From an optimization exercise on the open Yosys and OpenROAD flow, aimed at small area, a short achievable clock period and few clock cycles per item; shortcuts taken in it are not production practice.
Only simulation tests tie the RTL to the original design; equivalence was not proved.

--- flow/run.sh ---
#!/bin/bash
# Layout flow: the standard ORFS flow (standard.sh, all steps unchanged)
# with these make variables set:
#  - SYNTH_ARGS=-noabc: Yosys's synth skips its early generic ABC pass, so
#    extract_fa finds the RTL's full adders as written (same registers);
#  - BUFFER_PORTS_ARGS: port buffers are buf_4 cells;
#  - REMOVE_ABC_BUFFERS=1: the floorplan step drops ABC's buffers and lets
#    the placement-aware repair buffer the nets;
#  - SETUP_SLACK_MARGIN: repair_timing works towards a shorter period than
#    the 30 ns clock (the constraints are unchanged);
#  - PRE_DETAIL_PLACE_TCL: flow/move_obufs.tcl puts each output-port buffer
#    next to the register that drives it before detailed placement.
# make's full output goes to flow.log here; each ORFS step logs under orfs/logs.
set -uo pipefail
cd "$(dirname "$0")/.."
bash standard.sh SYNTH_ARGS=-noabc \
  "BUFFER_PORTS_ARGS=-buffer_cell sky130_fd_sc_hd__buf_4" \
  REMOVE_ABC_BUFFERS=1 \
  SETUP_SLACK_MARGIN=22.3 \
  "PRE_DETAIL_PLACE_TCL=$PWD/flow/move_obufs.tcl" finish > flow.log 2>&1
status=$?
tail -20 flow.log
exit $status
--- flow/move_obufs.tcl ---
# Before detailed placement: put each output-port buffer on top of the cell
# that drives it (detailed placement then legalizes), so that the register
# behind an output drives a short wire and the buffer drives the long wire
# to the pin. Nothing else moves; the netlist is unchanged.
set block [ord::get_db_block]
set moved 0
foreach inst [$block getInsts] {
  set oterm [$inst findITerm X]
  if {$oterm == "NULL"} { continue }
  set onet [$oterm getNet]
  if {$onet == "NULL"} { continue }
  set isport 0
  foreach bt [$onet getBTerms] {
    if {[$bt getIoType] == "OUTPUT"} { set isport 1 }
  }
  if {!$isport} { continue }
  set aterm [$inst findITerm A]
  if {$aterm == "NULL"} { continue }
  set inet [$aterm getNet]
  if {$inet == "NULL"} { continue }
  set drv ""
  foreach it [$inet getITerms] {
    if {[$it isOutputSignal]} { set drv [$it getInst] }
  }
  if {$drv == ""} { continue }
  set loc [$drv getLocation]
  $inst setLocation [lindex $loc 0] [lindex $loc 1]
  incr moved
}
puts "move_obufs: moved $moved output buffers next to their drivers"
--- standard.sh ---
#!/bin/bash
# synth_recipe.tcl (not shown) runs the flow's synth.tcl, then flattens the netlist and writes it again
# the make line also repeats each setting of config.mk as NAME=value (left out here)
make -C /OpenROAD-flow-scripts/flow DESIGN_CONFIG=/design/flow/config.mk WORK_HOME=/design/flow/orfs CLKGATE_MAP_FILE= SYNTH_SCRIPT=/design/flow/synth_recipe.tcl "${@:-finish}"
--- config.mk ---
export PLATFORM = sky130hd
export DESIGN_NAME = intgemm_mul8_tile
export DESIGN_NICKNAME = intgemm_mul8_tile
export VERILOG_FILES = /design/flow/design.v
export SDC_FILE = /design/flow/constraint.sdc
export NUM_CORES = 8
export LEC_CHECK = 0
export CAP_MARGIN = 20
export CORE_MARGIN = 6
export CORE_UTILIZATION = 55
export CTS_CLUSTER_DIAMETER = 55
export CTS_CLUSTER_SIZE = 36
export PLACE_DENSITY = 0.65
export SLEW_MARGIN = 20
--- constraint.sdc ---
create_clock -name core_clock -period 30.0 [get_ports {clk}]
set_input_delay 6.0000 -clock core_clock [delete_from_list [all_inputs] [get_ports {clk}]]
set_output_delay 6.0000 -clock core_clock [all_outputs]
set_load 0.01 [all_outputs]
--- design.v ---
module mul8_pm (
    input  wire [7:0]  b,
    input  wire [3:0]  one,    
    input  wire [3:0]  two,    
    input  wire [3:0]  neg,    
    input  wire        w,      
    output wire [35:0] v,      
    output wire [3:0]  n       
);
    assign n = neg ^ {4{w}};
    wire [8:0] b1 = {b[7], b};
    wire [8:0] b2 = {b, 1'b0};
    genvar k;
    generate
        for (k = 0; k < 4; k = k + 1) begin : row
            wire [8:0] m = ({9{one[k]}} & b1) | ({9{two[k]}} & b2);
            assign v[9*k +: 8] = m[7:0] ^ {8{n[k]}};
            assign v[9*k + 8]  = m[8] ~^ n[k];    
        end
    endgenerate
endmodule
module mul8_lane (
    input  wire [15:0] acc,
    input  wire        zero_acc,    
    input  wire [7:0]  b0,
    input  wire [7:0]  b1,
    input  wire [11:0] e0,          
    input  wire [11:0] e1,          
    input  wire        w0,          
    input  wire        w1,          
    output wire [15:0] acc_next
);
    wire [35:0] v0, v1;
    wire [3:0]  n0, n1;
    mul8_pm u_p0 (.b(b0), .one(e0[3:0]), .two(e0[7:4]), .neg(e0[11:8]), .w(w0), .v(v0), .n(n0));
    mul8_pm u_p1 (.b(b1), .one(e1[3:0]), .two(e1[7:4]), .neg(e1[11:8]), .w(w1), .v(v1), .n(n1));
    wire [15:0] as = acc & {16{~zero_acc}};
    wire [15:0] asn = ~as;                  
    wire t1 = n0[3] ^ n1[3] ^ v0[6];
    wire t2 = (n0[3] & n1[3]) | (n0[3] & v0[6]) | (n1[3] & v0[6]);
    wire t3 = v0[7] ^ v0[14];
    wire t4 = v0[7] & v0[14];
    wire t5 = v0[8] ^ v0[15];
    wire t6 = v0[8] & v0[15];
    wire t7 = n0[1] ^ n1[1];
    wire t8 = n0[1] & n1[1];
    wire t9 = n0[2] ^ n1[2] ^ v0[4];
    wire t10 = (n0[2] & n1[2]) | (n0[2] & v0[4]) | (n1[2] & v0[4]);
    wire t11 = v0[11] ^ v0[18];
    wire t12 = v0[11] & v0[18];
    wire t13 = v0[5] ^ v0[12] ^ v0[19];
    wire t14 = (v0[5] & v0[12]) | (v0[5] & v0[19]) | (v0[12] & v0[19]);
    wire t15 = v1[5] ^ v1[12];
    wire t16 = v1[5] & v1[12];
    wire t17 = v0[13] ^ v0[20] ^ v0[27];
    wire t18 = (v0[13] & v0[20]) | (v0[13] & v0[27]) | (v0[20] & v0[27]);
    wire t19 = v1[6] ^ v1[13] ^ v1[20];
    wire t20 = (v1[6] & v1[13]) | (v1[6] & v1[20]) | (v1[13] & v1[20]);
    wire t21 = v1[27] ^ t1;
    wire t22 = v1[27] & t1;
    wire t23 = v0[21] ^ v0[28] ^ v1[7];
    wire t24 = (v0[21] & v0[28]) | (v0[21] & v1[7]) | (v0[28] & v1[7]);
    wire t25 = v1[14] ^ v1[21] ^ v1[28];
    wire t26 = (v1[14] & v1[21]) | (v1[14] & v1[28]) | (v1[21] & v1[28]);
    wire t27 = t3 ^ t2 ^ as[7];
    wire t28 = (t3 & t2) | (t3 & as[7]) | (t2 & as[7]);
    wire t29 = v0[22] ^ v0[29] ^ v1[8];
    wire t30 = (v0[22] & v0[29]) | (v0[22] & v1[8]) | (v0[29] & v1[8]);
    wire t31 = v1[15] ^ v1[22] ^ v1[29];
    wire t32 = (v1[15] & v1[22]) | (v1[15] & v1[29]) | (v1[22] & v1[29]);
    wire t33 = t4 ^ t5 ^ as[8];
    wire t34 = (t4 & t5) | (t4 & as[8]) | (t5 & as[8]);
    wire t35 = ~(v0[16] ^ v0[23]);
    wire t36 = v0[16] | v0[23];
    wire t37 = v0[30] ^ v1[16] ^ v1[23];
    wire t38 = (v0[30] & v1[16]) | (v0[30] & v1[23]) | (v1[16] & v1[23]);
    wire t39 = v1[30] ^ t6 ^ as[9];
    wire t40 = (v1[30] & t6) | (v1[30] & as[9]) | (t6 & as[9]);
    wire t41 = ~(v0[17] ^ v0[24]);
    wire t42 = v0[17] | v0[24];
    wire t43 = v0[31] ^ v1[17] ^ v1[24];
    wire t44 = (v0[31] & v1[17]) | (v0[31] & v1[24]) | (v1[17] & v1[24]);
    wire t45 = v1[31] ^ as[10];
    wire t46 = v1[31] & as[10];
    wire t47 = v0[25] ^ v0[32] ^ v1[25];
    wire t48 = (v0[25] & v0[32]) | (v0[25] & v1[25]) | (v0[32] & v1[25]);
    wire t49 = ~(v0[26]);
    wire t50 = v0[26];
    wire t51 = n0[0] ^ n1[0];
    wire t52 = n0[0] & n1[0];
    wire t53 = v0[2] ^ v0[9] ^ v1[2];
    wire t54 = (v0[2] & v0[9]) | (v0[2] & v1[2]) | (v0[9] & v1[2]);
    wire t55 = t8 ^ v0[3] ^ v0[10];
    wire t56 = (t8 & v0[3]) | (t8 & v0[10]) | (v0[3] & v0[10]);
    wire t57 = v1[3] ^ v1[10];
    wire t58 = v1[3] & v1[10];
    wire t59 = v1[4] ^ v1[11] ^ v1[18];
    wire t60 = (v1[4] & v1[11]) | (v1[4] & v1[18]) | (v1[11] & v1[18]);
    wire t61 = t11 ^ t9 ^ as[4];
    wire t62 = (t11 & t9) | (t11 & as[4]) | (t9 & as[4]);
    wire t63 = v1[19] ^ t12 ^ t15;
    wire t64 = (v1[19] & t12) | (v1[19] & t15) | (t12 & t15);
    wire t65 = t10 ^ t13 ^ as[5];
    wire t66 = (t10 & t13) | (t10 & as[5]) | (t13 & as[5]);
    wire t67 = t16 ^ t14 ^ t17;
    wire t68 = (t16 & t14) | (t16 & t17) | (t14 & t17);
    wire t69 = t19 ^ as[6] ^ t21;
    wire t70 = (t19 & as[6]) | (t19 & t21) | (as[6] & t21);
    wire t71 = t18 ^ t20 ^ t23;
    wire t72 = (t18 & t20) | (t18 & t23) | (t20 & t23);
    wire t73 = t25 ^ t22 ^ t27;
    wire t74 = (t25 & t22) | (t25 & t27) | (t22 & t27);
    wire t75 = t24 ^ t26 ^ t29;
    wire t76 = (t24 & t26) | (t24 & t29) | (t26 & t29);
    wire t77 = t31 ^ t28 ^ t33;
    wire t78 = (t31 & t28) | (t31 & t33) | (t28 & t33);
    wire t79 = t30 ^ t32 ^ t35;
    wire t80 = (t30 & t32) | (t30 & t35) | (t32 & t35);
    wire t81 = t37 ^ t34 ^ t39;
    wire t82 = (t37 & t34) | (t37 & t39) | (t34 & t39);
    wire t83 = t36 ^ t38 ^ t41;
    wire t84 = (t36 & t38) | (t36 & t41) | (t38 & t41);
    wire t85 = t43 ^ t45 ^ t40;
    wire t86 = (t43 & t45) | (t43 & t40) | (t45 & t40);
    wire t87 = v1[32] ^ t42 ^ t44;
    wire t88 = (v1[32] & t42) | (v1[32] & t44) | (t42 & t44);
    wire t89 = t47 ^ as[11] ^ t46;
    wire t90 = (t47 & as[11]) | (t47 & t46) | (as[11] & t46);
    wire t91 = v0[33] ^ v1[26] ^ v1[33];
    wire t92 = (v0[33] & v1[26]) | (v0[33] & v1[33]) | (v1[26] & v1[33]);
    wire t93 = t49 ^ t48 ^ as[12];
    wire t94 = (t49 & t48) | (t49 & as[12]) | (t48 & as[12]);
    wire t95 = v0[34] ^ v1[34] ^ t50;
    wire t96 = (v0[34] & v1[34]) | (v0[34] & t50) | (v1[34] & t50);
    wire t97 = ~(v0[35]);
    wire t98 = v0[35];
    wire t99 = v0[0] ^ v1[0];
    wire t100 = v0[0] & v1[0];
    wire t101 = t52 ^ v0[1] ^ v1[1];
    wire t102 = (t52 & v0[1]) | (t52 & v1[1]) | (v0[1] & v1[1]);
    wire t103 = v1[9] ^ t7 ^ t53;
    wire t104 = (v1[9] & t7) | (v1[9] & t53) | (t7 & t53);
    wire t105 = t57 ^ t54 ^ t55;
    wire t106 = (t57 & t54) | (t57 & t55) | (t54 & t55);
    wire t107 = t58 ^ t56 ^ t59;
    wire t108 = (t58 & t56) | (t58 & t59) | (t56 & t59);
    wire t109 = t60 ^ t63 ^ t62;
    wire t110 = (t60 & t63) | (t60 & t62) | (t63 & t62);
    wire t111 = t64 ^ t66 ^ t67;
    wire t112 = (t64 & t66) | (t64 & t67) | (t66 & t67);
    wire t113 = t68 ^ t71 ^ t70;
    wire t114 = (t68 & t71) | (t68 & t70) | (t71 & t70);
    wire t115 = t72 ^ t75 ^ t74;
    wire t116 = (t72 & t75) | (t72 & t74) | (t75 & t74);
    wire t117 = t76 ^ t79 ^ t78;
    wire t118 = (t76 & t79) | (t76 & t78) | (t79 & t78);
    wire t119 = t80 ^ t83 ^ t82;
    wire t120 = (t80 & t83) | (t80 & t82) | (t83 & t82);
    wire t121 = t84 ^ t87 ^ t89;
    wire t122 = (t84 & t87) | (t84 & t89) | (t87 & t89);
    wire t123 = t91 ^ t88 ^ t93;
    wire t124 = (t91 & t88) | (t91 & t93) | (t88 & t93);
    wire t125 = t92 ^ as[13] ^ t95;
    wire t126 = (t92 & as[13]) | (t92 & t95) | (as[13] & t95);
    wire t127 = v1[35] ^ t97 ^ as[14];
    wire t128 = (v1[35] & t97) | (v1[35] & as[14]) | (t97 & as[14]);
    wire t129 = ~(t98);
    wire t130 = t98;
    wire t131 = t51 ^ t99;
    wire t132 = t51 & t99;
    wire t133 = t100 ^ t101 ^ as[1];
    wire t134 = (t100 & t101) | (t100 & as[1]) | (t101 & as[1]);
    wire t135 = t102 ^ as[2] ^ t103;
    wire t136 = (t102 & as[2]) | (t102 & t103) | (as[2] & t103);
    wire t137 = as[3] ^ t104 ^ t105;
    wire t138 = (as[3] & t104) | (as[3] & t105) | (t104 & t105);
    wire t139 = t106 ^ t107 ^ t61;
    wire t140 = (t106 & t107) | (t106 & t61) | (t107 & t61);
    wire t141 = t108 ^ t65 ^ t109;
    wire t142 = (t108 & t65) | (t108 & t109) | (t65 & t109);
    wire t143 = t69 ^ t110 ^ t111;
    wire t144 = (t69 & t110) | (t69 & t111) | (t110 & t111);
    wire t145 = t112 ^ t73 ^ t113;
    wire t146 = (t112 & t73) | (t112 & t113) | (t73 & t113);
    wire t147 = t77 ^ t114 ^ t115;
    wire t148 = (t77 & t114) | (t77 & t115) | (t114 & t115);
    wire t149 = t81 ^ t116 ^ t117;
    wire t150 = (t81 & t116) | (t81 & t117) | (t116 & t117);
    wire t151 = t85 ^ t118 ^ t119;
    wire t152 = (t85 & t118) | (t85 & t119) | (t118 & t119);
    wire t153 = t86 ^ t121 ^ t120;
    wire t154 = (t86 & t121) | (t86 & t120) | (t121 & t120);
    wire t155 = t90 ^ t123 ^ t122;
    wire t156 = (t90 & t123) | (t90 & t122) | (t123 & t122);
    wire t157 = t94 ^ t125 ^ t124;
    wire t158 = (t94 & t125) | (t94 & t124) | (t125 & t124);
    wire t159 = t96 ^ t127 ^ t126;
    wire t160 = (t96 & t127) | (t96 & t126) | (t127 & t126);
    wire t161 = asn[15] ^ t129 ^ t128;
    wire t162 = (asn[15] & t129) | (asn[15] & t128) | (t129 & t128);
    wire [17:0] x = {1'b1, t162, t160, t158, t156, t154, t152, t150, t148, t146, t144, t142, t140, t138, t136, t134, t132, t131};
    wire [17:0] y = {1'b0, t130, t161, t159, t157, t155, t153, t151, t149, t147, t145, t143, t141, t139, t137, t135, t133, as[0]};
    wire qg0 = t131 & as[0];
    wire qp0 = t131 ^ as[0];
    wire qg1 = t132 & t133;
    wire qp1 = t132 ^ t133;
    wire qg2 = t134 & t135;
    wire qp2 = t134 ^ t135;
    wire qg3 = t136 & t137;
    wire qp3 = t136 ^ t137;
    wire qg4 = t138 & t139;
    wire qp4 = t138 ^ t139;
    wire qg5 = t140 & t141;
    wire qp5 = t140 ^ t141;
    wire qg6 = t142 & t143;
    wire qp6 = t142 ^ t143;
    wire qg7 = t144 & t145;
    wire qp7 = t144 ^ t145;
    wire qg8 = t146 & t147;
    wire qp8 = t146 ^ t147;
    wire qg9 = t148 & t149;
    wire qp9 = t148 ^ t149;
    wire qg10 = t150 & t151;
    wire qp10 = t150 ^ t151;
    wire qg11 = t152 & t153;
    wire qp11 = t152 ^ t153;
    wire qg12 = t154 & t155;
    wire qp12 = t154 ^ t155;
    wire qg13 = t156 & t157;
    wire qp13 = t156 ^ t157;
    wire qg14 = t158 & t159;
    wire qp14 = t158 ^ t159;
    wire qc1_g = qg1 | (qp1 & qg0);
    wire qc1_p = qp1 & qp0;
    wire qc2_g = qg3 | (qp3 & qg2);
    wire qc2_p = qp3 & qp2;
    wire qc3_g = qg5 | (qp5 & qg4);
    wire qc3_p = qp5 & qp4;
    wire qc4_g = qg7 | (qp7 & qg6);
    wire qc4_p = qp7 & qp6;
    wire qc5_g = qg9 | (qp9 & qg8);
    wire qc5_p = qp9 & qp8;
    wire qc6_g = qg11 | (qp11 & qg10);
    wire qc6_p = qp11 & qp10;
    wire qc7_g = qg13 | (qp13 & qg12);
    wire qc7_p = qp13 & qp12;
    wire qc8_g = qg2 | (qp2 & qc1_g);
    wire qc8_p = qp2 & qc1_p;
    wire qc9_g = qc2_g | (qc2_p & qc1_g);
    wire qc9_p = qc2_p & qc1_p;
    wire qc10_g = qg6 | (qp6 & qc3_g);
    wire qc10_p = qp6 & qc3_p;
    wire qc11_g = qc4_g | (qc4_p & qc3_g);
    wire qc11_p = qc4_p & qc3_p;
    wire qc12_g = qg10 | (qp10 & qc5_g);
    wire qc12_p = qp10 & qc5_p;
    wire qc13_g = qc6_g | (qc6_p & qc5_g);
    wire qc13_p = qc6_p & qc5_p;
    wire qc14_g = qg14 | (qp14 & qc7_g);
    wire qc14_p = qp14 & qc7_p;
    wire qc15_g = qg4 | (qp4 & qc9_g);
    wire qc15_p = qp4 & qc9_p;
    wire qc16_g = qc3_g | (qc3_p & qc9_g);
    wire qc16_p = qc3_p & qc9_p;
    wire qc17_g = qc10_g | (qc10_p & qc9_g);
    wire qc17_p = qc10_p & qc9_p;
    wire qc18_g = qc11_g | (qc11_p & qc9_g);
    wire qc18_p = qc11_p & qc9_p;
    wire qc19_g = qg12 | (qp12 & qc13_g);
    wire qc19_p = qp12 & qc13_p;
    wire qc20_g = qc7_g | (qc7_p & qc13_g);
    wire qc20_p = qc7_p & qc13_p;
    wire qc21_g = qc14_g | (qc14_p & qc13_g);
    wire qc21_p = qc14_p & qc13_p;
    wire qc22_g = qg8 | (qp8 & qc18_g);
    wire qc22_p = qp8 & qc18_p;
    wire qc23_g = qc5_g | (qc5_p & qc18_g);
    wire qc23_p = qc5_p & qc18_p;
    wire qc24_g = qc12_g | (qc12_p & qc18_g);
    wire qc24_p = qc12_p & qc18_p;
    wire qc25_g = qc13_g | (qc13_p & qc18_g);
    wire qc25_p = qc13_p & qc18_p;
    wire qc26_g = qc19_g | (qc19_p & qc18_g);
    wire qc26_p = qc19_p & qc18_p;
    wire qc27_g = qc20_g | (qc20_p & qc18_g);
    wire qc27_p = qc20_p & qc18_p;
    wire qc28_g = qc21_g | (qc21_p & qc18_g);
    wire qc28_p = qc21_p & qc18_p;
    wire qs1 = qp1 ^ qg0;
    wire qs2 = qp2 ^ qc1_g;
    wire qs3 = qp3 ^ qc8_g;
    wire qs4 = qp4 ^ qc9_g;
    wire qs5 = qp5 ^ qc15_g;
    wire qs6 = qp6 ^ qc16_g;
    wire qs7 = qp7 ^ qc17_g;
    wire qs8 = qp8 ^ qc18_g;
    wire qs9 = qp9 ^ qc22_g;
    wire qs10 = qp10 ^ qc23_g;
    wire qs11 = qp11 ^ qc24_g;
    wire qs12 = qp12 ^ qc25_g;
    wire qs13 = qp13 ^ qc26_g;
    wire qs14 = qp14 ^ qc27_g;
    wire xg15 = t160 & t161;
    wire xp15 = t160 ^ t161;
    wire xg16 = t162 & t130;
    wire xp16 = t162 ^ t130;
    wire xg17 = 1'b0;
    wire xp17 = 1'b1;
    wire s15_0 = xp15 ^ 1'b0;
    wire c16_0 = xg15 | (xp15 & 1'b0);
    wire s16_0 = xp16 ^ c16_0;
    wire c17_0 = xg16 | (xp16 & c16_0);
    wire s17_0 = xp17 ^ c17_0;
    wire hi_0 = ~s17_0 & (s16_0 | s15_0);    
    wire lo_0 = s17_0 & ~(s16_0 & s15_0);    
    wire s15_1 = xp15 ^ 1'b1;
    wire c16_1 = xg15 | (xp15 & 1'b1);
    wire s16_1 = xp16 ^ c16_1;
    wire c17_1 = xg16 | (xp16 & c16_1);
    wire s17_1 = xp17 ^ c17_1;
    wire hi_1 = ~s17_1 & (s16_1 | s15_1);    
    wire lo_1 = s17_1 & ~(s16_1 & s15_1);    
    wire hi = qc28_g ? hi_1 : hi_0;
    wire lo = qc28_g ? lo_1 : lo_0;
    wire sg = qc28_g ? s17_1 : s17_0;
    assign acc_next[15] = sg;
    assign acc_next[14:0] = ({qs14, qs13, qs12, qs11, qs10, qs9, qs8, qs7, qs6, qs5, qs4, qs3, qs2, qs1, qp0} | {15{hi}}) & ~{15{lo}};
endmodule
module red8 (
    input  wire [127:0] l,
    output wire [18:0]  s
);
    wire r1 = l[0] ^ l[16] ^ l[32];
    wire r2 = (l[0] & l[16]) | (l[0] & l[32]) | (l[16] & l[32]);
    wire r3 = l[1] ^ l[17] ^ l[33];
    wire r4 = (l[1] & l[17]) | (l[1] & l[33]) | (l[17] & l[33]);
    wire r5 = l[49] ^ l[65];
    wire r6 = l[49] & l[65];
    wire r7 = l[2] ^ l[18] ^ l[34];
    wire r8 = (l[2] & l[18]) | (l[2] & l[34]) | (l[18] & l[34]);
    wire r9 = l[50] ^ l[66] ^ l[82];
    wire r10 = (l[50] & l[66]) | (l[50] & l[82]) | (l[66] & l[82]);
    wire r11 = l[3] ^ l[19] ^ l[35];
    wire r12 = (l[3] & l[19]) | (l[3] & l[35]) | (l[19] & l[35]);
    wire r13 = l[51] ^ l[67] ^ l[83];
    wire r14 = (l[51] & l[67]) | (l[51] & l[83]) | (l[67] & l[83]);
    wire r15 = l[4] ^ l[20] ^ l[36];
    wire r16 = (l[4] & l[20]) | (l[4] & l[36]) | (l[20] & l[36]);
    wire r17 = l[52] ^ l[68] ^ l[84];
    wire r18 = (l[52] & l[68]) | (l[52] & l[84]) | (l[68] & l[84]);
    wire r19 = l[5] ^ l[21] ^ l[37];
    wire r20 = (l[5] & l[21]) | (l[5] & l[37]) | (l[21] & l[37]);
    wire r21 = l[53] ^ l[69] ^ l[85];
    wire r22 = (l[53] & l[69]) | (l[53] & l[85]) | (l[69] & l[85]);
    wire r23 = l[6] ^ l[22] ^ l[38];
    wire r24 = (l[6] & l[22]) | (l[6] & l[38]) | (l[22] & l[38]);
    wire r25 = l[54] ^ l[70] ^ l[86];
    wire r26 = (l[54] & l[70]) | (l[54] & l[86]) | (l[70] & l[86]);
    wire r27 = l[7] ^ l[23] ^ l[39];
    wire r28 = (l[7] & l[23]) | (l[7] & l[39]) | (l[23] & l[39]);
    wire r29 = l[55] ^ l[71] ^ l[87];
    wire r30 = (l[55] & l[71]) | (l[55] & l[87]) | (l[71] & l[87]);
    wire r31 = l[8] ^ l[24] ^ l[40];
    wire r32 = (l[8] & l[24]) | (l[8] & l[40]) | (l[24] & l[40]);
    wire r33 = l[56] ^ l[72] ^ l[88];
    wire r34 = (l[56] & l[72]) | (l[56] & l[88]) | (l[72] & l[88]);
    wire r35 = l[9] ^ l[25] ^ l[41];
    wire r36 = (l[9] & l[25]) | (l[9] & l[41]) | (l[25] & l[41]);
    wire r37 = l[57] ^ l[73] ^ l[89];
    wire r38 = (l[57] & l[73]) | (l[57] & l[89]) | (l[73] & l[89]);
    wire r39 = l[10] ^ l[26] ^ l[42];
    wire r40 = (l[10] & l[26]) | (l[10] & l[42]) | (l[26] & l[42]);
    wire r41 = l[58] ^ l[74] ^ l[90];
    wire r42 = (l[58] & l[74]) | (l[58] & l[90]) | (l[74] & l[90]);
    wire r43 = l[11] ^ l[27] ^ l[43];
    wire r44 = (l[11] & l[27]) | (l[11] & l[43]) | (l[27] & l[43]);
    wire r45 = l[59] ^ l[75] ^ l[91];
    wire r46 = (l[59] & l[75]) | (l[59] & l[91]) | (l[75] & l[91]);
    wire r47 = l[12] ^ l[28] ^ l[44];
    wire r48 = (l[12] & l[28]) | (l[12] & l[44]) | (l[28] & l[44]);
    wire r49 = l[60] ^ l[76] ^ l[92];
    wire r50 = (l[60] & l[76]) | (l[60] & l[92]) | (l[76] & l[92]);
    wire r51 = l[13] ^ l[29] ^ l[45];
    wire r52 = (l[13] & l[29]) | (l[13] & l[45]) | (l[29] & l[45]);
    wire r53 = l[61] ^ l[77] ^ l[93];
    wire r54 = (l[61] & l[77]) | (l[61] & l[93]) | (l[77] & l[93]);
    wire r55 = l[14] ^ l[30] ^ l[46];
    wire r56 = (l[14] & l[30]) | (l[14] & l[46]) | (l[30] & l[46]);
    wire r57 = l[62] ^ l[78] ^ l[94];
    wire r58 = (l[62] & l[78]) | (l[62] & l[94]) | (l[78] & l[94]);
    wire r59 = ~l[15] ^ ~l[31] ^ ~l[47];
    wire r60 = (~l[15] & ~l[31]) | (~l[15] & ~l[47]) | (~l[31] & ~l[47]);
    wire r61 = ~l[63] ^ ~l[79] ^ ~l[95];
    wire r62 = (~l[63] & ~l[79]) | (~l[63] & ~l[95]) | (~l[79] & ~l[95]);
    wire r63 = l[48] ^ l[64] ^ l[80];
    wire r64 = (l[48] & l[64]) | (l[48] & l[80]) | (l[64] & l[80]);
    wire r65 = l[81] ^ l[97] ^ l[113];
    wire r66 = (l[81] & l[97]) | (l[81] & l[113]) | (l[97] & l[113]);
    wire r67 = r5 ^ r2;
    wire r68 = r5 & r2;
    wire r69 = l[98] ^ l[114] ^ r6;
    wire r70 = (l[98] & l[114]) | (l[98] & r6) | (l[114] & r6);
    wire r71 = r4 ^ r7 ^ r9;
    wire r72 = (r4 & r7) | (r4 & r9) | (r7 & r9);
    wire r73 = l[99] ^ l[115] ^ r8;
    wire r74 = (l[99] & l[115]) | (l[99] & r8) | (l[115] & r8);
    wire r75 = r10 ^ r11 ^ r13;
    wire r76 = (r10 & r11) | (r10 & r13) | (r11 & r13);
    wire r77 = l[100] ^ l[116] ^ r12;
    wire r78 = (l[100] & l[116]) | (l[100] & r12) | (l[116] & r12);
    wire r79 = r14 ^ r15 ^ r17;
    wire r80 = (r14 & r15) | (r14 & r17) | (r15 & r17);
    wire r81 = l[101] ^ l[117] ^ r16;
    wire r82 = (l[101] & l[117]) | (l[101] & r16) | (l[117] & r16);
    wire r83 = r18 ^ r19 ^ r21;
    wire r84 = (r18 & r19) | (r18 & r21) | (r19 & r21);
    wire r85 = l[102] ^ l[118] ^ r20;
    wire r86 = (l[102] & l[118]) | (l[102] & r20) | (l[118] & r20);
    wire r87 = r22 ^ r23 ^ r25;
    wire r88 = (r22 & r23) | (r22 & r25) | (r23 & r25);
    wire r89 = l[103] ^ l[119] ^ r24;
    wire r90 = (l[103] & l[119]) | (l[103] & r24) | (l[119] & r24);
    wire r91 = r26 ^ r27 ^ r29;
    wire r92 = (r26 & r27) | (r26 & r29) | (r27 & r29);
    wire r93 = l[104] ^ l[120] ^ r28;
    wire r94 = (l[104] & l[120]) | (l[104] & r28) | (l[120] & r28);
    wire r95 = r30 ^ r31 ^ r33;
    wire r96 = (r30 & r31) | (r30 & r33) | (r31 & r33);
    wire r97 = l[105] ^ l[121] ^ r32;
    wire r98 = (l[105] & l[121]) | (l[105] & r32) | (l[121] & r32);
    wire r99 = r34 ^ r35 ^ r37;
    wire r100 = (r34 & r35) | (r34 & r37) | (r35 & r37);
    wire r101 = l[106] ^ l[122] ^ r36;
    wire r102 = (l[106] & l[122]) | (l[106] & r36) | (l[122] & r36);
    wire r103 = r38 ^ r39 ^ r41;
    wire r104 = (r38 & r39) | (r38 & r41) | (r39 & r41);
    wire r105 = l[107] ^ l[123] ^ r40;
    wire r106 = (l[107] & l[123]) | (l[107] & r40) | (l[123] & r40);
    wire r107 = r42 ^ r43 ^ r45;
    wire r108 = (r42 & r43) | (r42 & r45) | (r43 & r45);
    wire r109 = l[108] ^ l[124] ^ r44;
    wire r110 = (l[108] & l[124]) | (l[108] & r44) | (l[124] & r44);
    wire r111 = r46 ^ r47 ^ r49;
    wire r112 = (r46 & r47) | (r46 & r49) | (r47 & r49);
    wire r113 = l[109] ^ l[125] ^ r48;
    wire r114 = (l[109] & l[125]) | (l[109] & r48) | (l[125] & r48);
    wire r115 = r50 ^ r51 ^ r53;
    wire r116 = (r50 & r51) | (r50 & r53) | (r51 & r53);
    wire r117 = l[110] ^ l[126] ^ r52;
    wire r118 = (l[110] & l[126]) | (l[110] & r52) | (l[126] & r52);
    wire r119 = r54 ^ r55 ^ r57;
    wire r120 = (r54 & r55) | (r54 & r57) | (r55 & r57);
    wire r121 = ~l[111] ^ ~l[127] ^ r56;
    wire r122 = (~l[111] & ~l[127]) | (~l[111] & r56) | (~l[127] & r56);
    wire r123 = r58 ^ r59 ^ r61;
    wire r124 = (r58 & r59) | (r58 & r61) | (r59 & r61);
    wire r125 = l[96] ^ l[112];
    wire r126 = l[96] & l[112];
    wire r127 = r64 ^ r65 ^ r3;
    wire r128 = (r64 & r65) | (r64 & r3) | (r65 & r3);
    wire r129 = r66 ^ r68 ^ r69;
    wire r130 = (r66 & r68) | (r66 & r69) | (r68 & r69);
    wire r131 = r70 ^ r72 ^ r73;
    wire r132 = (r70 & r72) | (r70 & r73) | (r72 & r73);
    wire r133 = r74 ^ r76 ^ r77;
    wire r134 = (r74 & r76) | (r74 & r77) | (r76 & r77);
    wire r135 = r78 ^ r80 ^ r81;
    wire r136 = (r78 & r80) | (r78 & r81) | (r80 & r81);
    wire r137 = r82 ^ r84 ^ r85;
    wire r138 = (r82 & r84) | (r82 & r85) | (r84 & r85);
    wire r139 = r86 ^ r88 ^ r89;
    wire r140 = (r86 & r88) | (r86 & r89) | (r88 & r89);
    wire r141 = r90 ^ r92 ^ r93;
    wire r142 = (r90 & r92) | (r90 & r93) | (r92 & r93);
    wire r143 = r94 ^ r96 ^ r97;
    wire r144 = (r94 & r96) | (r94 & r97) | (r96 & r97);
    wire r145 = r98 ^ r100 ^ r101;
    wire r146 = (r98 & r100) | (r98 & r101) | (r100 & r101);
    wire r147 = r102 ^ r104 ^ r105;
    wire r148 = (r102 & r104) | (r102 & r105) | (r104 & r105);
    wire r149 = r106 ^ r108 ^ r109;
    wire r150 = (r106 & r108) | (r106 & r109) | (r108 & r109);
    wire r151 = r110 ^ r112 ^ r113;
    wire r152 = (r110 & r112) | (r110 & r113) | (r112 & r113);
    wire r153 = r114 ^ r116 ^ r117;
    wire r154 = (r114 & r116) | (r114 & r117) | (r116 & r117);
    wire r155 = r118 ^ r120 ^ r121;
    wire r156 = (r118 & r120) | (r118 & r121) | (r120 & r121);
    wire r157 = r60 ^ r62 ^ r122;
    wire r158 = (r60 & r62) | (r60 & r122) | (r62 & r122);
    wire r159 = r125 ^ r63;
    wire r160 = r125 & r63;
    wire r161 = r126 ^ r67 ^ r127;
    wire r162 = (r126 & r67) | (r126 & r127) | (r67 & r127);
    wire r163 = r128 ^ r71 ^ r129;
    wire r164 = (r128 & r71) | (r128 & r129) | (r71 & r129);
    wire r165 = r75 ^ r130 ^ r131;
    wire r166 = (r75 & r130) | (r75 & r131) | (r130 & r131);
    wire r167 = r79 ^ r132 ^ r133;
    wire r168 = (r79 & r132) | (r79 & r133) | (r132 & r133);
    wire r169 = r83 ^ r134 ^ r135;
    wire r170 = (r83 & r134) | (r83 & r135) | (r134 & r135);
    wire r171 = r87 ^ r136 ^ r137;
    wire r172 = (r87 & r136) | (r87 & r137) | (r136 & r137);
    wire r173 = r91 ^ r138 ^ r139;
    wire r174 = (r91 & r138) | (r91 & r139) | (r138 & r139);
    wire r175 = r95 ^ r140 ^ r141;
    wire r176 = (r95 & r140) | (r95 & r141) | (r140 & r141);
    wire r177 = r99 ^ r142 ^ r143;
    wire r178 = (r99 & r142) | (r99 & r143) | (r142 & r143);
    wire r179 = r103 ^ r144 ^ r145;
    wire r180 = (r103 & r144) | (r103 & r145) | (r144 & r145);
    wire r181 = r107 ^ r146 ^ r147;
    wire r182 = (r107 & r146) | (r107 & r147) | (r146 & r147);
    wire r183 = r111 ^ r148 ^ r149;
    wire r184 = (r111 & r148) | (r111 & r149) | (r148 & r149);
    wire r185 = r115 ^ r150 ^ r151;
    wire r186 = (r115 & r150) | (r115 & r151) | (r150 & r151);
    wire r187 = r119 ^ r152 ^ r153;
    wire r188 = (r119 & r152) | (r119 & r153) | (r152 & r153);
    wire r189 = r123 ^ r154 ^ r155;
    wire r190 = (r123 & r154) | (r123 & r155) | (r154 & r155);
    wire r191 = r124 ^ r156 ^ r157;
    wire r192 = (r124 & r156) | (r124 & r157) | (r156 & r157);
    wire [18:0] x = {1'b1, r192, r190, r188, r186, r184, r182, r180, r178, r176, r174, r172, r170, r168, r166, r164, r162, r160, r159};
    wire [18:0] y = {1'b0, r158, r191, r189, r187, r185, r183, r181, r179, r177, r175, r173, r171, r169, r167, r165, r163, r161, r1};
    wire qg0 = r159 & r1;
    wire qp0 = r159 ^ r1;
    wire qg1 = r160 & r161;
    wire qp1 = r160 ^ r161;
    wire qg2 = r162 & r163;
    wire qp2 = r162 ^ r163;
    wire qg3 = r164 & r165;
    wire qp3 = r164 ^ r165;
    wire qg4 = r166 & r167;
    wire qp4 = r166 ^ r167;
    wire qg5 = r168 & r169;
    wire qp5 = r168 ^ r169;
    wire qg6 = r170 & r171;
    wire qp6 = r170 ^ r171;
    wire qg7 = r172 & r173;
    wire qp7 = r172 ^ r173;
    wire qg8 = r174 & r175;
    wire qp8 = r174 ^ r175;
    wire qg9 = r176 & r177;
    wire qp9 = r176 ^ r177;
    wire qg10 = r178 & r179;
    wire qp10 = r178 ^ r179;
    wire qg11 = r180 & r181;
    wire qp11 = r180 ^ r181;
    wire qg12 = r182 & r183;
    wire qp12 = r182 ^ r183;
    wire qg13 = r184 & r185;
    wire qp13 = r184 ^ r185;
    wire qg14 = r186 & r187;
    wire qp14 = r186 ^ r187;
    wire qg15 = r188 & r189;
    wire qp15 = r188 ^ r189;
    wire qg16 = r190 & r191;
    wire qp16 = r190 ^ r191;
    wire qg17 = r192 & r158;
    wire qp17 = r192 ^ r158;
    wire qc1_g = qg1 | (qp1 & qg0);
    wire qc1_p = qp1 & qp0;
    wire qc2_g = qg3 | (qp3 & qg2);
    wire qc2_p = qp3 & qp2;
    wire qc3_g = qg5 | (qp5 & qg4);
    wire qc3_p = qp5 & qp4;
    wire qc4_g = qg7 | (qp7 & qg6);
    wire qc4_p = qp7 & qp6;
    wire qc5_g = qg9 | (qp9 & qg8);
    wire qc5_p = qp9 & qp8;
    wire qc6_g = qg11 | (qp11 & qg10);
    wire qc6_p = qp11 & qp10;
    wire qc7_g = qg13 | (qp13 & qg12);
    wire qc7_p = qp13 & qp12;
    wire qc8_g = qg15 | (qp15 & qg14);
    wire qc8_p = qp15 & qp14;
    wire qc9_g = qg17 | (qp17 & qg16);
    wire qc9_p = qp17 & qp16;
    wire qc10_g = qg2 | (qp2 & qc1_g);
    wire qc10_p = qp2 & qc1_p;
    wire qc11_g = qc2_g | (qc2_p & qc1_g);
    wire qc11_p = qc2_p & qc1_p;
    wire qc12_g = qg6 | (qp6 & qc3_g);
    wire qc12_p = qp6 & qc3_p;
    wire qc13_g = qc4_g | (qc4_p & qc3_g);
    wire qc13_p = qc4_p & qc3_p;
    wire qc14_g = qg10 | (qp10 & qc5_g);
    wire qc14_p = qp10 & qc5_p;
    wire qc15_g = qc6_g | (qc6_p & qc5_g);
    wire qc15_p = qc6_p & qc5_p;
    wire qc16_g = qg14 | (qp14 & qc7_g);
    wire qc16_p = qp14 & qc7_p;
    wire qc17_g = qc8_g | (qc8_p & qc7_g);
    wire qc17_p = qc8_p & qc7_p;
    wire qc18_g = 1'b1 & qc9_g;
    wire qc18_p = 1'b1 & qc9_p;
    wire qc19_g = qg4 | (qp4 & qc11_g);
    wire qc19_p = qp4 & qc11_p;
    wire qc20_g = qc3_g | (qc3_p & qc11_g);
    wire qc20_p = qc3_p & qc11_p;
    wire qc21_g = qc12_g | (qc12_p & qc11_g);
    wire qc21_p = qc12_p & qc11_p;
    wire qc22_g = qc13_g | (qc13_p & qc11_g);
    wire qc22_p = qc13_p & qc11_p;
    wire qc23_g = qg12 | (qp12 & qc15_g);
    wire qc23_p = qp12 & qc15_p;
    wire qc24_g = qc7_g | (qc7_p & qc15_g);
    wire qc24_p = qc7_p & qc15_p;
    wire qc25_g = qc16_g | (qc16_p & qc15_g);
    wire qc25_p = qc16_p & qc15_p;
    wire qc26_g = qc17_g | (qc17_p & qc15_g);
    wire qc26_p = qc17_p & qc15_p;
    wire qc27_g = qg8 | (qp8 & qc22_g);
    wire qc27_p = qp8 & qc22_p;
    wire qc28_g = qc5_g | (qc5_p & qc22_g);
    wire qc28_p = qc5_p & qc22_p;
    wire qc29_g = qc14_g | (qc14_p & qc22_g);
    wire qc29_p = qc14_p & qc22_p;
    wire qc30_g = qc15_g | (qc15_p & qc22_g);
    wire qc30_p = qc15_p & qc22_p;
    wire qc31_g = qc23_g | (qc23_p & qc22_g);
    wire qc31_p = qc23_p & qc22_p;
    wire qc32_g = qc24_g | (qc24_p & qc22_g);
    wire qc32_p = qc24_p & qc22_p;
    wire qc33_g = qc25_g | (qc25_p & qc22_g);
    wire qc33_p = qc25_p & qc22_p;
    wire qc34_g = qc26_g | (qc26_p & qc22_g);
    wire qc34_p = qc26_p & qc22_p;
    wire qc35_g = qg16 | (qp16 & qc34_g);
    wire qc35_p = qp16 & qc34_p;
    wire qc36_g = qc9_g | (qc9_p & qc34_g);
    wire qc36_p = qc9_p & qc34_p;
    wire qc37_g = qc18_g | (qc18_p & qc34_g);
    wire qc37_p = qc18_p & qc34_p;
    wire qs1 = qp1 ^ qg0;
    wire qs2 = qp2 ^ qc1_g;
    wire qs3 = qp3 ^ qc10_g;
    wire qs4 = qp4 ^ qc11_g;
    wire qs5 = qp5 ^ qc19_g;
    wire qs6 = qp6 ^ qc20_g;
    wire qs7 = qp7 ^ qc21_g;
    wire qs8 = qp8 ^ qc22_g;
    wire qs9 = qp9 ^ qc27_g;
    wire qs10 = qp10 ^ qc28_g;
    wire qs11 = qp11 ^ qc29_g;
    wire qs12 = qp12 ^ qc30_g;
    wire qs13 = qp13 ^ qc31_g;
    wire qs14 = qp14 ^ qc32_g;
    wire qs15 = qp15 ^ qc33_g;
    wire qs16 = qp16 ^ qc34_g;
    wire qs17 = qp17 ^ qc35_g;
    wire qs18 = 1'b1 ^ qc36_g;
    assign s = {qs18, qs17, qs16, qs15, qs14, qs13, qs12, qs11, qs10, qs9, qs8, qs7, qs6, qs5, qs4, qs3, qs2, qs1, qp0};
endmodule
module intgemm_mul8_tile (
    input  wire          clk,
    input  wire          rst,          
    input  wire          in_valid,
    output reg           in_ready,
    input  wire          in_last,
    input  wire [127:0]  in_a,         
    input  wire [1023:0] in_b,         
    output reg           out_valid,
    input  wire          out_ready,
    output wire [255:0]  out_t         
);
    wire take = in_valid && in_ready && !rst;
    reg          s1_valid;
    reg          s1_last;
    reg [191:0]  s1_e;         
    reg [1023:0] s1_b;
    reg [127:0]  s1_w;         
    reg          fresh;        
    reg          pend;         
    reg          sk_valid;     
    reg          zero_acc;     
    wire drain    = out_valid && out_ready;
    wire res      = pend && (!sk_valid || drain);       
    wire out_load = !out_valid || out_ready;
    wire out_from_sk = sk_valid;
    wire sk_load  = !sk_valid || out_ready;
    wire s1_valid_n  = take;
    wire s1_vl       = s1_valid && s1_last;
    wire fresh_n     = rst || (s1_valid ? s1_last : fresh);
    wire pend_n      = !rst && (s1_vl || (pend && !res));
    wire out_valid_n = !rst && ((out_valid && !drain) || sk_valid || pend);
    wire sk_valid_n  = !rst && ((!drain && (sk_valid || (pend && out_valid))) ||
                                (drain && sk_valid && pend));
    wire s1_vl_n     = s1_valid_n && in_last;
    wire in_ready_n  = !((s1_vl_n || (pend_n && sk_valid_n)) &&
                         (sk_valid_n || (pend_n && out_valid_n)));
    wire [127:0] wrap_n;
    genvar q;
    generate
        for (q = 0; q < 128; q = q + 1) begin : wr
            assign wrap_n[q] = in_a[8*(q%16) + 7] && (in_b[8*q +: 8] == 8'h80);
        end
    endgenerate
    always @(posedge clk) begin
        s1_valid  <= s1_valid_n;
        s1_last   <= in_last;
        s1_e      <= enc_n & {{64{1'b1}}, {128{take}}};
        s1_b      <= in_b;
        s1_w      <= wrap_n;
        pend      <= pend_n;
        out_valid <= out_valid_n;
        sk_valid  <= sk_valid_n;
        fresh     <= fresh_n;
        zero_acc  <= fresh_n && s1_valid_n;
        in_ready  <= rst || in_ready_n;
    end
    wire [191:0] enc_n;
    genvar n, j, m;
    generate
        for (n = 0; n < 16; n = n + 1) begin : benc
            wire [8:0] x = {in_a[8*n +: 8], 1'b0};
            genvar k;
            for (k = 0; k < 4; k = k + 1) begin : dig
                wire b2 = x[2*k+2], b1 = x[2*k+1], b0 = x[2*k];
                assign enc_n[8*n + k]       = b1 ^ b0;                           
                assign enc_n[8*n + 4 + k]   = (b2 & ~b1 & ~b0) | (~b2 & b1 & b0);  
                assign enc_n[128 + 4*n + k] = b2 & ~(b1 & b0);                   
            end
        end
    endgenerate
    reg  [127:0] acc [0:7];
    wire [127:0] acc_next [0:7];
    wire [18:0]  total [0:7];
    reg  [18:0]  out_r [0:7];
    reg  [18:0]  sk_r  [0:7];
    generate
        for (j = 0; j < 8; j = j + 1) begin : col
            for (m = 0; m < 8; m = m + 1) begin : lane
                mul8_lane u_lane (
                    .acc      (acc[j][16*m +: 16]),
                    .zero_acc (zero_acc),
                    .b0       (s1_b[128*j + 16*m +: 8]),
                    .b1       (s1_b[128*j + 16*m + 8 +: 8]),
                    .e0       ({s1_e[128 + 8*m +: 4], s1_e[16*m +: 8]}),
                    .e1       ({s1_e[128 + 8*m + 4 +: 4], s1_e[16*m + 8 +: 8]}),
                    .w0       (s1_w[16*j + 2*m]),
                    .w1       (s1_w[16*j + 2*m + 1]),
                    .acc_next (acc_next[j][16*m +: 16])
                );
            end
            red8 u_red (.l(acc[j]), .s(total[j]));
            always @(posedge clk) begin
                acc[j] <= acc_next[j];
                if (out_load)
                    out_r[j] <= out_from_sk ? sk_r[j] : total[j];
                if (sk_load)
                    sk_r[j] <= total[j];
            end
            assign out_t[32*j +: 32] = {{13{out_r[j][18]}}, out_r[j]};
        end
    endgenerate
endmodule
==> flow_metrics.py, run 1 <==
metrics = {
    "layout": {
        "nets": 38800,
        "area_delta_synth_final_pct": 9.02,
        "layout-drive-gt1-share_pct": 11.0,
        "fill_cells": 48600,
        "final_cells": 38300,
    },
    "setup_path": {
        "critical_path.top_delay_family": "buffers and inverters",
        "crit_path_max_fanout": 14,
        "setup.worst_path.end_class": "output pin",
        "critPathSlowestCell": "edfxtp_1",
        "path_common_cell": "buf_12",
        "cpPeakStageDelay_ns": 0.37,
        "worstSetupPathType": "reg -> out",
        "rrSetupSlack_ns": 22.53,
        "cp-start-kind": "register",
        "crit_arrival_ns": 1.87,
        "reg2reg_to": "acc[4][1]",
        "r2r-start": "zero_acc",
        "path_cells": "buf_12, buf_12",
        "crit_path_start": "out_r[4][18]",
        "path_depth": 2,
        "path_buf_inv": 2,
        "critPathRequiredTime_ns": 24.00,
        "r2r.worst_path.cells": 18,
        "critPathCapture": "out_t[150]",
    },
    "floorplanning": {
        "die-height_um": 778,
        "die_area_um2": 605000,
        "initial_core_util_pct": 55.3,
        "std_cell_rows": 280,
        "fp.dieW_um": 778,
        "coreArea_um2": 583000,
        "ioPinCount": 1415,
    },
    "yosys": {
        "syn_inst": 30300,
        "ys_types": 78,
        "syn_area_um2": 322000,
        "synth.yosys.warnings": 7,
        "ys_async_sr_fraction_pct": 0,
        "synth_edf_count": 304,
        "seq_area_frac_synth_pct": 17.6,
        "avgSynthCellArea_um2": 10.6,
        "synth_ff_type": "dfxtp_1",
        "synth-seq-cells": 2680,
    },
    "sta": {
        "setup_slack_ns": 22.13,
        "fmax_mhz": 127,
        "finalCritPeriodShare_pct": 26.2,
        "fin_setup_tns_ns": 0,
        "drv_slew": 0,
        "fin_crit_ns": 7.87,
        "finalHoldViolCount": 0,
        "rsz0062_at_grt": "yes",
        "fin_hold_ws_ns": 0.517,
        "worstMarginPinSlew_ns": 1.31,
        "finalSetupViolCount": 0,
        "relSlewSlack_pct": 11.4,
        "final.setup_skew_ns": 0.0788,
    },
    "cts": {
        "cts_tree": "done",
        "clk_path_buf_depth": 4,
        "clock-root-buffer": "clkbuf_16",
        "cts.sinks": 2680,
        "clkLatencyLatePin_ns": 1.08,
        "htree_num_levels": 5,
        "path_clk_slew_ns": 0.06,
        "cts_inserted_buffers": 325,
    },
    "drt": {
        "post_drt_wl_per_cell_um": 34.5,
        "via_count": 247000,
        "post-route-drc-count": 0,
        "drt_wl_total_um": 1320000,
        "antenna_left": 0,
        "via_per_inst": 6.44,
        "drtIter0Drc": 30400,
        "dr.pass1.iters": 10,
    },
    "global_routing": {
        "grt_first_pass_wirelength_um": 1850000,
        "grt_max_degree": 130,
        "grt_pass1_vias": 252000,
        "grt_overflow_total": 0,
        "globalRouteTotalUtil_pct": 42.9,
        "antenna_found_initial": 143,
    },
    "placed_design": {
        "place_hpwl_um": 1050000,
        "gp_congestion": 1.22,
        "port_buffers": 1414,
        "place_ws_ns": 21.14,
        "dp_cells": 37600,
    },
    "run_status": {
        "status": "no timing/DRC/antenna violations",
    },
    "hold_path": {
        "hold_path.class": "reg -> reg",
    },
    "run": {
        "max_cap_viol_count": 0,
    },
}
==> what timing repair did <==
item                                    CTS  global route
gates resized for setup                  89            21
endpoints found under the setup margin  226           275
cloned                                    1             0
hold buffers                              0             0
setup buffers                            10             2
==> cell type report <==
class / count / area (um^2) / share of cell area, %
sequential: 2680 / 57000 / 16.2
multi-input combinational: 23600 / 250000 / 71.2
antenna: 97 / 243 / 0.0691
tap: 7755 / 9700 / 2.76
inverter: 1483 / 5570 / 1.59
clock buffer: 347 / 8450 / 2.40
clock inverter: 259 / 3860 / 1.10
timing repair buffer: 2126 / 16500 / 4.69
==> logic make-up (layout without fill, tap and decap cells) <==
family | after synthesis | after routing | share of synthesized area, %
AOI/OAI and AO/OA | 6160 | 6160 | 13.3
other | 0 | 97 | 0
adders and majority gates | 7392 | 7392 | 41.1
buffers and inverters | 3993 | 4215 | 4.85
DFF | 2680 | 2680 | 17.6
and+or+nand+nor | 3957 | 3957 | 6.48
xor gates and xnor gates | 5779 | 5779 | 15.7
muxes | 304 | 304 | 1.04
==> through the flow <==
step | area [um^2] | util (%)
6_report | 351000 | 60.3
5_1_grt | 351000 | 60.3
4_1_cts | 351000 | 60.2
3_5_place_dp | 338000 | 58.0
3_3_place_gp | 338000 | 58.0
2_1_floorplan | 312000 | -
==> cell usage after synthesis (179+ instances only) <==
cell / number / area, um^2
mux2_2: 240 / 2700
a22oi_1: 3637 / 27300
nand2_1: 1351 / 5070
a21oi_1: 1373 / 6870
xor2_1: 1342 / 11800
nor2b_1: 966 / 6040
a21o_1: 458 / 3440
buf_1: 768 / 2880
xnor2_1: 4437 / 38900
inv_1: 1482 / 5560
edfxtp_1: 304 / 9130
ha_1: 2072 / 25900
dfxtp_1: 2376 / 47600
buf_2: 181 / 906
o21ai_0: 179 / 896
fa_1: 5320 / 107000
clkbuf_1: 1451 / 5450
nor2_1: 395 / 1480
nand2b_1: 198 / 1240
==> cell usage in the layout, fill, tap and decap left out, types with 395 or more instances in the layout <==
master,instances
fa_1,5320
xnor2_1,4437
nand2_1,1351
ha_1,2072
a22oi_1,3637
buf_4,2044
xor2_1,1335
inv_1,1481
dfxtp_1,2243
nor2_1,395
a21oi_1,1373
nor2b_1,966
a21o_1,458
==> worst min-delay path by stage <==
stage | from | endpoint | slack (ns) | cells after the start
floorplan | s1_last | fresh | 0.45 | 1
global placement | sk_r[5][6] | out_r[5][6] | 0.50 | 2
detailed placement | sk_r[5][6] | out_r[5][6] | 0.50 | 2
CTS | sk_r[5][1] | out_r[5][1] | 0.52 | 1
global route | sk_r[5][6] | out_r[5][6] | 0.53 | 2
finish | sk_r[5][6] | out_r[5][6] | 0.52 | 2
==> worst reg2reg max path, cell delays in order, from the launching register on <==
cell and delay (ns):
dfxtp_4 0.62, buf_6 0.41, buf_6 0.44, buf_6 0.57
buf_4 0.56, buf_6 0.53, nor2b_1 0.18, fa_1 0.48
fa_1 0.48, fa_1 0.51, fa_1 0.49, ha_1 0.38
a21o_1 0.19, a21o_1 0.18, a21o_1 0.19, a22oi_1 0.32
a21oi_1 0.20, mux2_2 0.44, a21oi_1 0.21
==> metal layers <==
layer  up-vias  part of all wire (%)  track usage, %
li1     102000                     -               -
met2     16500                    40            58.6
met3      4030                    14            18.5
met4       106                    11            38.0
met1    124000                    35            51.0
met5         -                  0.11           0.861
==> registers in the layout (all words and copies together), names as in the netlist <==
name,cells
s1_valid,1
fresh,1
s1_last,1
s1_w,128
sk_valid,1
in_ready,1
acc,1024
pend,1
s1_b,1024
out_r,152
zero_acc,1
s1_e,192
sk_r,152
out_valid,1
Testbench counts, summed over its fixed seeds: cycles 9,357, items 9,320.
==> run 2, diff against run 1 <==
==> flow/run.sh (replaced) <==
#!/bin/bash
# Layout flow: the standard ORFS flow (standard.sh, all steps unchanged)
# with these make variables set:
#  - SYNTH_ARGS=-noabc: Yosys's synth skips its early generic ABC pass, so
#    extract_fa finds the RTL's full adders as written (same registers);
#  - BUFFER_PORTS_ARGS: port buffers are buf_1 cells (outputs become buf_4, see below);
#  - REMOVE_ABC_BUFFERS=1: the floorplan step drops ABC's buffers and lets
#    the placement-aware repair buffer the nets;
#  - SETUP_SLACK_MARGIN: repair_timing works towards a shorter period than
#    the 30 ns clock (the constraints are unchanged);
#  - PRE_DETAIL_PLACE_TCL: flow/move_obufs.tcl makes each output-port buffer a buf_4 and puts it
#    next to the register that drives it before detailed placement.
# make's full output goes to flow.log here; each ORFS step logs under orfs/logs.
set -uo pipefail
cd "$(dirname "$0")/.."
bash standard.sh SYNTH_ARGS=-noabc \
  "BUFFER_PORTS_ARGS=-buffer_cell sky130_fd_sc_hd__buf_1" \
  REMOVE_ABC_BUFFERS=1 \
  SETUP_SLACK_MARGIN=22.3 \
  "PRE_DETAIL_PLACE_TCL=$PWD/flow/move_obufs.tcl" finish > flow.log 2>&1
status=$?
tail -20 flow.log
exit $status
--- a/flow/move_obufs.tcl
+++ b/flow/move_obufs.tcl
@@ -1,8 +1,12 @@
-# Before detailed placement: put each output-port buffer on top of the cell
-# that drives it (detailed placement then legalizes), so that the register
-# behind an output drives a short wire and the buffer drives the long wire
-# to the pin. Nothing else moves; the netlist is unchanged.
+# Before detailed placement (detailed placement then legalizes):
+#  - each output-port buffer becomes a buf_4 and is put on top of the cell
+#    that drives it, so the register behind an output drives a short wire
+#    and the buffer drives the long wire to the pin;
+#  - input-port buffers stay as placed (buf_1, from BUFFER_PORTS_ARGS); the
+#    later repair steps size them up where timing needs it.
 set block [ord::get_db_block]
+set db [ord::get_db]
+set obuf [$db findMaster sky130_fd_sc_hd__buf_4]
 set moved 0
 foreach inst [$block getInsts] {
   set oterm [$inst findITerm X]
@@ -23,6 +27,9 @@
     if {[$it isOutputSignal]} { set drv [$it getInst] }
   }
   if {$drv == ""} { continue }
+  if {[[$inst getMaster] getName] == "sky130_fd_sc_hd__buf_1"} {
+    $inst swapMaster $obuf
+  }
   set loc [$drv getLocation]
   $inst setLocation [lindex $loc 0] [lindex $loc 1]
   incr moved
==> run 2 against run 1 <==
- global-route usage barely moved
- still clean on timing, DRC and antenna
- final area fell by 1.3%
- register-to-register slack improved by 0.20 ns
- die area did not move
- setup slack improved by 0.0098 ns
- critical endpoint is now out_t[149]
- non-clock buffer count fell by 10
- utilization fell by 0.78 points
- fmax rose by 0.12%
- synthesized area did not move
==> flow_metrics.py, run 2 <==
metrics = {
    "placed_design": {
        "dp_cells": 37600,
        "gp_congestion": 1.13,
        "place_hpwl_um": 1050000,
        "place_area_um2": 334000,
        "place_ws_ns": 20.82,
        "port_buffers": 1414,
    },
    "drt": {
        "drtIter0Drc": 29800,
        "via_count": 246000,
        "drt_wl_total_um": 1320000,
        "post-route-drc-count": 0,
        "post_drt_wl_per_cell_um": 34.4,
        "antenna_left": 0,
        "dr.pass1.iters": 11,
        "via_per_inst": 6.43,
    },
    "setup_path": {
        "crit_arrival_ns": 1.86,
        "critPathRequiredTime_ns": 24.00,
        "crit_path_start": "out_r[4][18]",
        "cp-start-kind": "register",
        "setup.worst_path.end_class": "output pin",
        "worstSetupPathType": "reg -> out",
        "crit_path_max_fanout": 14,
        "r2r-start": "zero_acc",
    },
    "global_routing": {
        "grt_max_degree": 128,
        "grt_overflow_total": 0,
        "antenna_found_initial": 130,
        "globalRouteTotalUtil_pct": 42.9,
        "grt_first_pass_wirelength_um": 1850000,
        "grt_pass1_vias": 254000,
    },
    "yosys": {
        "ys_types": 78,
        "synth.yosys.warnings": 7,
        "syn_area_um2": 322000,
        "synth_most_common_cell": "fa_1",
        "synth_top_cell_area_share_pct": 33.0,
        "seq_area_frac_synth_pct": 17.6,
        "synth_ff_type": "dfxtp_1",
        "yosys-top-cells-count": "5320 x fa_1, 4437 x xnor2_1, 3637 x a22oi_1",
        "synth_area_leaders": "fa_1 33%, dfxtp_1 15%, xnor2_1 12%",
        "synth_largest_area_cell": "fa_1",
        "syn_inst": 30300,
        "synth_edf_count": 304,
        "avgSynthCellArea_um2": 10.6,
        "ys_async_sr_fraction_pct": 0,
        "synth-seq-cells": 2680,
    },
    "sta": {
        "finalCritPeriodShare_pct": 26.2,
        "fmax_mhz": 127,
        "relSlewSlack_pct": 13.7,
        "fin_crit_ns": 7.86,
        "setup_slack_ns": 22.14,
        "fin_hold_ws_ns": 0.522,
        "drv_slew": 0,
        "worstMarginPinSlew_ns": 1.29,
        "final.setup_skew_ns": 0.0920,
        "rsz0062_at_grt": "yes",
        "finalSetupViolCount": 0,
        "finalHoldViolCount": 0,
        "fin_setup_tns_ns": 0,
    },
    "cts": {
        "clk_path_buf_depth": 4,
        "htree_num_levels": 5,
        "clkLatencyLatePin_ns": 1.09,
        "cts_inserted_buffers": 325,
        "path_clk_slew_ns": 0.06,
        "clock-root-buffer": "clkbuf_16",
        "cts.sinks": 2680,
        "cts_hold_repair.buffers": 0,
        "cts_tree": "done",
    },
    "floorplanning": {
        "coreArea_um2": 583000,
        "die-height_um": 778,
        "die_area_um2": 605000,
        "ioPinCount": 1415,
        "fp.dieW_um": 778,
        "initial_core_util_pct": 55.3,
        "std_cell_rows": 280,
    },
    "layout": {
        "layout-drive-gt1-share_pct": 7.17,
        "reg.largest.list": "acc x1024, s1_b x1024, s1_e x192",
        "mostFrequentLayoutCells": "5320 x fa_1, 4437 x xnor2_1, 3637 x a22oi_1",
        "area_delta_synth_final_pct": 7.61,
        "fin_area_um2": 347000,
        "final_cells": 38300,
        "nets": 38700,
        "fill_cells": 49200,
        "final_common_cell": "fa_1",
    },
    "hold_path": {
        "hold_start": "sk_r[4][6]",
        "hold_path.class": "reg -> reg",
    },
    "run": {
        "max_cap_viol_count": 0,
    },
    "run_status": {
        "status": "no timing/DRC/antenna violations",
    },
}
-- run 2: routing by layer --
layer  routed length [um]  share of wire, %  track usage (%)
met5                  806             0.061            0.295
met4               148000                11             37.7
met3               184000                14             18.3
met2               527000                40             59.0
met1               458000                35             50.9
-- run 2: worst paths after layout --
check	to	slack (ns)	cells past startpoint
setup / recovery	out_t[149]	22.14	2
hold / removal	out_r[4][6]	0.52	2
setup reg to reg	acc[7][25]	22.73	17
hold reg to reg	out_r[4][6]	0.52	2
-- run 2: logic make-up (layout without fill, tap and decap cells) --
kind of cell	Yosys count	after routing	share of synthesized area [%]
xor+xnor	5779	5779	15.7
flops	2680	2680	17.6
mux	304	304	1.04
compound gates	6160	6160	13.3
fa+ha+maj	7392	7392	41.1
other cells	0	84	0
buf+inv	3993	4201	4.85
simple gates	3957	3957	6.48
-- run 2: area by class of cell --
type | count | area (um^2) | share of cell area, %
Antenna cell | 84 | 210 | 0.0606
Tap cell | 7755 | 9700 | 2.80
Inverter | 1483 | 5580 | 1.61
Sequential cell | 2680 | 56900 | 16.4
Multi-Input combinational cell | 23600 | 250000 | 72.1
Timing Repair Buffer | 2116 | 12000 | 3.46
Clock buffer | 351 | 8470 | 2.44
Clock inverter | 251 | 3800 | 1.10
-- run 2: what timing repair did --
action / in CTS / in global routing
hold endpoints to repair: 0 / 0
gates resized for setup: 81 / 18
buffers inserted: 10 / 0
setup endpoints to repair: 225 / 133
-- run 2: metrics by stage --
step | util, %
6_report | 59.5
2_1_floorplan | -
4_1_cts | 59.5
3_5_place_dp | 57.3
3_3_place_gp | 57.1
5_1_grt | 59.5
-- run 2: worst max-delay path, cell delays in order, from the launching register on --
cell and delay (ns):
edfxtp_1 0.38, buf_12 0.20, buf_12 0.22
==> run 3, diff against run 2 <==
--- a/flow/run.sh
+++ b/flow/run.sh
@@ -8,6 +8,8 @@
 #    the placement-aware repair buffer the nets;
 #  - SETUP_SLACK_MARGIN: repair_timing works towards a shorter period than
 #    the 30 ns clock (the constraints are unchanged);
+#  - CTS_ARGS: ORFS's clock-tree options (sink clustering as config.mk
+#    sets it) without dummy loads for level balancing;
 #  - PRE_DETAIL_PLACE_TCL: flow/move_obufs.tcl makes each output-port buffer a buf_4 and puts it
 #    next to the register that drives it before detailed placement.
 # make's full output goes to flow.log here; each ORFS step logs under orfs/logs.
@@ -17,6 +19,7 @@
   "BUFFER_PORTS_ARGS=-buffer_cell sky130_fd_sc_hd__buf_1" \
   REMOVE_ABC_BUFFERS=1 \
   SETUP_SLACK_MARGIN=22.3 \
+  "CTS_ARGS=-sink_clustering_enable -repair_clock_nets -sink_clustering_size 36 -sink_clustering_max_diameter 55 -dont_use_dummy_load" \
   "PRE_DETAIL_PLACE_TCL=$PWD/flow/move_obufs.tcl" finish > flow.log 2>&1
 status=$?
 tail -20 flow.log
==> run 3 against run 2 <==
- still clean on timing, DRC and antenna
- hold slack got worse by 0.0048 ns
- sequential cell count unchanged
- first-iteration DRC count decreased by 2.7%
==> flow_metrics.py, run 3 <==
metrics = {
    "global_routing": {
        "grt_pass1_vias": 253000,
        "grt_max_degree": 128,
        "antenna_found_initial": 141,
        "globalRouteTotalUtil_pct": 42.8,
        "grt_first_pass_wirelength_um": 1850000,
        "grt_overflow_total": 0,
    },
    "yosys": {
        "yosys-top-cells-count": "5320 x fa_1, 4437 x xnor2_1, 3637 x a22oi_1",
        "synth.yosys.warnings": 7,
        "avgSynthCellArea_um2": 10.6,
        "synth_ff_type": "dfxtp_1",
        "synth_area_leaders": "fa_1 33%, dfxtp_1 15%, xnor2_1 12%",
        "ys_types": 78,
        "seq_area_frac_synth_pct": 17.6,
        "synth_most_common_cell": "fa_1",
        "syn_area_um2": 322000,
    },
    "cts": {
        "htree_num_levels": 5,
        "path_clk_slew_ns": 0.07,
        "cts_inserted_buffers": 325,
        "clk_path_buf_depth": 4,
    },
    "drt": {
        "drt_wl_total_um": 1320000,
    },
    "setup_path": {
        "path_cells": "buf_12, buf_4",
        "reg2reg_to": "acc[7][25]",
        "path_buf_inv": 2,
        "setup.worst_path.end_class": "output pin",
        "critPathSlowestCell": "edfxtp_1",
        "r2r.worst_path.cells": 17,
        "cpPeakStageDelay_ns": 0.42,
        "cp-start-kind": "register",
        "r2r-start": "zero_acc",
    },
    "layout": {
        "multi_input_area_um2": 250000,
        "final_common_cell": "fa_1",
        "area_delta_synth_final_pct": 6.32,
        "mostFrequentLayoutCells": "5320 x fa_1, 4437 x xnor2_1, 3637 x a22oi_1",
        "final_util_pct": 58.8,
    },
    "sta": {
        "worstMarginPinSlew_ns": 1.29,
        "fin_crit_ns": 7.85,
        "drv_slew": 0,
    },
    "floorplanning": {
        "coreArea_um2": 583000,
        "ioPinCount": 1415,
        "fp.dieW_um": 778,
    },
    "placed_design": {
        "gp_congestion": 1.13,
    },
    "run_status": {
        "status": "no timing/DRC/antenna violations",
    },
    "hold_path": {
        "whs_path_depth": 2,
    },
}
-- run 3: cell counts after synthesis --
Identical to the previous run, type by type.
-- run 3: cell families after synthesis --
group | share of synthesized area [%]
buffers and inverters | 4.85
AOI/OAI and AO/OA | 13.3
adders and majority gates | 41.1
xor gates and xnor gates | 15.7
and+or+nand+nor | 6.48
muxes | 1.04
DFF | 17.6
-- run 3: repair_timing --
action	4_1_cts	5_1_grt
gates resized for setup	51	47
buffers inserted	10	0
cloned	1	0
setup endpoints to repair	218	148
-- run 3: metrics by stage --
step | cell area (um^2) | cells | setup WS (ns) | hold WS (ns)
final | 343000 | 38000 | 22.15 | 0.517
after global routing | 343000 | 38000 | 22.13 | 0.537
after CTS | 342000 | 38000 | 22.13 | 0.512
after detailed placement | 334000 | 37600 | 20.82 | 0.509
after global placement | 333000 | 37600 | 20.85 | 0.505
after floorplan | 312000 | 27800 | 9.02 | 0.453
-- run 3: how the worst max path moves through the flow --
stage,startpoint,endpoint,slack [ns],cells past startpoint
4_1_cts,out_r[3][18],out_t[124],22.13,2
6_report,out_r[7][18],out_t[250],22.15,2
5_1_grt,out_r[3][18],out_t[116],22.13,2
2_1_floorplan,zero_acc,acc[0][112],9.02,12
3_5_place_dp,out_ready,sk_r[2][3],20.82,4
3_3_place_gp,out_ready,sk_r[3][6],20.85,4
-- run 3: layout make-up --
class                           count  area share, %
Inverter                         1483           1.63
Timing Repair Buffer             2116           3.50
Antenna cell                       79         0.0577
Clock buffer                      325           2.37
Sequential cell                  2680           16.6
Tap cell                         7755           2.83
Multi-Input combinational cell  23600           73.0
-- run 3: worst reg2reg max path, stage by stage (launching register included) --
cell	delay [ns]
dfxtp_4	0.61
buf_12	0.45
buf_4	0.75
buf_6	0.47
buf_4	0.65
nor2b_1	0.17
fa_1	0.49
fa_1	0.46
fa_1	0.50
fa_1	0.50
ha_1	0.39
a21o_1	0.20
a21o_1	0.18
a21o_1	0.19
a22oi_1	0.32
a21oi_1	0.20
mux2_2	0.45
a21oi_1	0.12
-- run 3: routing by layer --
layer	wire length, um	part of all wire, %	track usage [%]	vias to the layer above
met2	527000	40	59.0	16300
met4	146000	11	37.2	86
met5	1070	0.082	0.311	-
met1	458000	35	50.8	123000
li1	-	-	-	101000
met3	183000	14	18.3	4028

==> what the ideal ports hide <==
Ports are ideal in the flow. The routed layouts listed here were re-timed in OpenROAD.
Step 1 (the two cells are an assumption about what drives the block):
set clk [get_ports {clk}]
set_driving_cell -lib_cell sky130_fd_sc_hd__clkbuf_16 $clk
set_driving_cell -lib_cell sky130_fd_sc_hd__buf_2 [delete_from_list [all_inputs] $clk]
Step 2 times the ports against the registers' clock, not the clock port: input delays grow and output delays shrink by t, the midpoint of the rising clock arrivals with the driver on.
a / b / c = no drivers / after step 1 / after step 2; a / b = the first two.
run | t (ns) | slack for setup (ns) | worst setup path after step 2 | worst register clock-pin slew, ns
run 1 | 1.187 | 22.127 / 21.979 / 21.121 | input to register | 0.11 / 0.11
run 2 | 1.191 | 22.137 / 21.992 / 21.224 | input to register | 0.10 / 0.10
run 3 | 1.175 | 22.150 / 22.000 / 21.176 | input to register | 0.10 / 0.10
After both steps setup and hold are still met in every run listed. For run 1, which loses most, drivers alone change the setup slack by -0.148 ns; drivers and shift together by -1.006 ns.
